Context: an optimization exercise on an open-source flow, tuned for small area, a short achievable clock period and few clock cycles. The choices shown serve that exercise and are no tape-out recipe.
At most, simulation tests tie the RTL to the original design; equivalence was not proved.
Power and IR drop assume default switching activity.

Design frame_codec, start of the top module:
module frame_codec (
    input  wire        clk,
    input  wire        rst,           
    input  wire        enc_start,
    input  wire        enc_abort,
    input  wire        enc_ext,
    input  wire        enc_dir,       
    input  wire [7:0]  enc_nt,
    input  wire [7:0]  enc_id,
    input  wire [7:0]  enc_attr,
    input  wire [7:0]  enc_opcode,
    input  wire [15:0] enc_pl_len,
    output wire [15:0] pl_addr,       
    input  wire [7:0]  pl_rdata,
    output wire        tx_valid,      
    output wire [7:0]  tx_data,
    input  wire        tx_ready,
    output wire [1:0]  enc_st,
    output wire [1:0]  enc_err,
    output wire [2:0]  enc_cause,
    output wire [15:0] enc_check,
    input  wire        dec_start,
    input  wire        dec_abort,
    input  wire        dec_dir,
    input  wire        rx_valid,      
    input  wire [7:0]  rx_data,
    output wire        rx_ready,
    output wire        dpl_we,        
    output wire [15:0] dpl_waddr,
    output wire [7:0]  dpl_wdata,
    output wire [1:0]  dec_st,
    output wire [1:0]  dec_err,
    output wire [2:0]  dec_cause,
    output reg  [7:0]  dec_nt,
    output reg         dec_ext,
    output reg  [7:0]  dec_id,
    output reg  [7:0]  dec_attr,
    output reg  [7:0]  dec_opcode,
    output wire [15:0] dec_pl_len,
    output wire [15:0] dec_check
);
Size in the first run: roughly 1200 cells after synthesis, ~220 flip-flops, roughly 220 I/O pins, roughly 12000 sq um of cells after synthesis.
Settings: LEC_CHECK=0, CAP_MARGIN=20, CORE_MARGIN=2, CORE_UTILIZATION=40, SETUP_SLACK_MARGIN=3, SLEW_MARGIN=20; clock period 6.0 ns.
run.sh (not shown) runs the stock make flow with config.mk's settings and CLKGATE_MAP_FILE= SYNTH_SCRIPT=/design/flow/synth_recipe.tcl, a recipe that flattens the netlist after the stock synthesis.
The baseline passed the timing, DRC and antenna checks.
Edit:
==> flow/flow/run.sh (new file) <==
#!/bin/bash
# The standard layout, with every port buffered by a plain buffer (buf_1) instead of the
# delay buffer buffer_ports picks by default; repair upsizes it where timing needs.
set -euo pipefail
export BUFFER_PORTS_ARGS="-buffer_cell sky130_fd_sc_hd__buf_1"
bash standard.sh finish > standard.log 2>&1
==> flow/standard.sh (new file) <==
#!/bin/bash
# synth_recipe.tcl (not shown) runs the flow's synth.tcl, then flattens the netlist and writes it again
# the make line also repeats each setting of config.mk as NAME=value (left out here)
make -C /OpenROAD-flow-scripts/flow DESIGN_CONFIG=/design/flow/config.mk WORK_HOME=/design/flow/orfs CLKGATE_MAP_FILE= SYNTH_SCRIPT=/design/flow/synth_recipe.tcl "${@:-finish}"
removed: flow/run.sh
=> Utilization came out lower by 4.9 points; cell area came out lower by 9.3%; power came out lower by 6.2%; setup slack gains 0.14 ns.
Edit:
Settings changed: SETUP_SLACK_MARGIN 3 to 3.5.
=>
- count of clock-buffer cells in the layout goes up by 3
- sequential power stays flat
- global-route usage goes up by 0.57 points
No run of this note included a check of the RTL's function; only the layout flow was run.

* * *

== job 7297 ==
Another version of the RTL of frame_codec (not shown whole).
Size in the first run: ~230 flip-flops.
clock: 6.0 ns
lec_check: 0
cap_margin: 20
core_margin: 2
core_utilization: 55
cts_cluster_diameter: 100
cts_cluster_size: 20
setup_slack_margin: 3.7
slew_margin: 20
tns_end_percent: 5
standard.sh (not shown) runs the stock make flow with config.mk's settings and CLKGATE_MAP_FILE= SYNTH_SCRIPT=/design/flow/synth_recipe.tcl, a recipe that flattens the netlist after the stock synthesis.
==> flow/flow/run.sh <==
#!/bin/bash
# The standard layout, with every port buffered by a plain buffer (buf_1) instead of the
# delay buffer buffer_ports picks by default; repair upsizes it where timing needs.
set -euo pipefail
export BUFFER_PORTS_ARGS="-buffer_cell sky130_fd_sc_hd__buf_1"
bash standard.sh finish > standard.log 2>&1
Testbench counts of job 7297, summed over its fixed seeds: cycles 60,163.
[inputs] job 5694 vs job 7297
Settings: changing SETUP_SLACK_MARGIN from 3.7 to 3.6; removing TNS_END_PERCENT (formerly 5).
==> flow/flow/run.sh <==
#!/bin/bash
# The standard layout, with every port buffered by a plain buffer (buf_1) instead of the
# delay buffer buffer_ports picks by default (repair upsizes it where timing needs), and
# clock tree synthesis without the dummy loads it adds for balancing.
set -euo pipefail
export BUFFER_PORTS_ARGS="-buffer_cell sky130_fd_sc_hd__buf_1"
export CTS_ARGS="-sink_clustering_enable -repair_clock_nets -sink_clustering_size 20 -sink_clustering_max_diameter 100 -dont_use_dummy_load"
bash standard.sh finish > standard.log 2>&1
Job 5694: clock network power share lower than job 7297. Comparing job 5694 with job 7297, the routed wire length came out essentially unchanged. Job 5694: full flow OK, the timing, DRC and antenna checks passed. The number of cells after detailed placement of job 5694 and that of job 7297 are within noise of each other.
### job 5694 -> job 5329
Settings: changing CORE_UTILIZATION from 55 to 65.
==> flow/flow/run.sh <==
#!/bin/bash
# The standard layout, with every port buffered by a plain buffer (buf_1) instead of the
# delay buffer buffer_ports picks by default; repair upsizes it where timing needs.
set -euo pipefail
export BUFFER_PORTS_ARGS="-buffer_cell sky130_fd_sc_hd__buf_1"
bash standard.sh finish > standard.log 2>&1
==> run summary <==
Total detailed-routing wirelength, job 5329 vs job 5694: up slightly. Diff job 5329..job 5694 | register area | negligible. In job 5329, the largest fanout of any net on the critical path came out 3 above the value in job 5694. Compared with job 5694, job 5329 is the more power-hungry design.
For job 702, these inputs were changed with respect to job 5329:
Settings: SETUP_SLACK_MARGIN now 3.55, was 3.6; CORE_UTILIZATION now 55, was 65.
==> flow/flow/run.sh <==
#!/bin/bash
# The standard layout, with every port buffered by a plain buffer (buf_1) instead of the
# delay buffer buffer_ports picks by default (repair upsizes it where timing needs), and
# clock tree synthesis without the dummy loads it adds for balancing.
set -euo pipefail
export BUFFER_PORTS_ARGS="-buffer_cell sky130_fd_sc_hd__buf_1"
export CTS_ARGS="-sink_clustering_enable -repair_clock_nets -sink_clustering_size 20 -sink_clustering_max_diameter 100 -dont_use_dummy_load"
bash standard.sh finish > standard.log 2>&1
==> comparison <==
- Comparing job 5329 and job 702, maximum frequency from static timing analysis is higher on job 5329.
- [job 702] share of total power in combinational logic fell 0.6 points relative to job 5329
- Detailed-route DRC error count across job 5329 and job 702: no real change.
- ~same placed standard-cell area in job 5329 and job 702
- Across both runs, detailed-routed wire length on met3 was lower for job 702 than for job 5329.
- Job 702 reports its worst setup path startpoint as d_b[4] while job 5329 reports f_lopc.
- Final area (lower): job 702
- Compared with job 5329, job 702 is the less power-hungry design.
Input-level comparison between job 6823 and job 702:
Settings: a change of CORE_UTILIZATION from 55 to 50; a change of SETUP_SLACK_MARGIN from 3.55 to 3.6.
Results
- Going from job 702 to job 6823, the area of the multi-input gates was found to have gone up by 0.89%.
- When job 6823 is set beside job 702, its proportion of power drawn by the clock network turns out to be 0.2 points larger.
- Taking job 702 as 1.0, job 6823 lands at 1.11 on number of buffers outside the clock class in the layout.
- Summary of job 6823 over job 702: number of antenna violations at the first check in global routing shrank by 3; setup slack held; via count of the first global-routing pass rose 156; total power rose by 47 uW.

-- afterwards: timing with drivers on the ports --
In the flow no input, the clock included, has a driving cell. The finished layouts below were timed again as built, in two steps. Step 1 assumes that a clkbuf_16 drives the clock port and a buf_2 every other input. Step 2, shift: input delay + t, output delay - t, t = (earliest + latest rising clock arrival at the registers) / 2. This alone moves slack from input paths to output paths. Slacks: ideal ports / drivers / drivers and shift; pairs: ideal ports / drivers.
| run | shift t [ns] | setup WS [ns] | hold WS [ns] | pins driven straight from the clock port |
|---|---|---|---|---|
| the first run of note 1 | 0.580 | 3.035 / 3.017 / 2.471 | 0.462 / 0.462 / 0.462 | 1 |
| the second run of note 1 | 0.582 | 3.177 / 3.177 / 2.633 | 0.456 / 0.456 / 0.456 | 1 |
| the third run of note 1 | 0.573 | 3.342 / 3.342 / 2.948 | 0.473 / 0.473 / 0.473 | 1 |
| job 7297 | 0.525 | 3.572 / 3.520 / 3.105 | 0.468 / 0.468 / 0.468 | 1 |
| job 5694 | 0.514 | 3.602 / 3.551 / 3.151 | 0.488 / 0.488 / 0.488 | 1 |
| job 5329 | 0.532 | 3.557 / 3.542 / 3.115 | 0.480 / 0.480 / 0.480 | 1 |
| job 702 | 0.523 | 3.544 / 3.497 / 3.149 | 0.479 / 0.479 / 0.479 | 1 |
| job 6823 | 0.524 | 3.546 / 3.499 / 3.105 | 0.487 / 0.487 / 0.487 | 1 |
After both steps setup and hold are still met in every run listed. For the first run of note 1, which loses most, drivers alone change the setup slack by -0.018 ns; drivers and shift together by -0.564 ns.
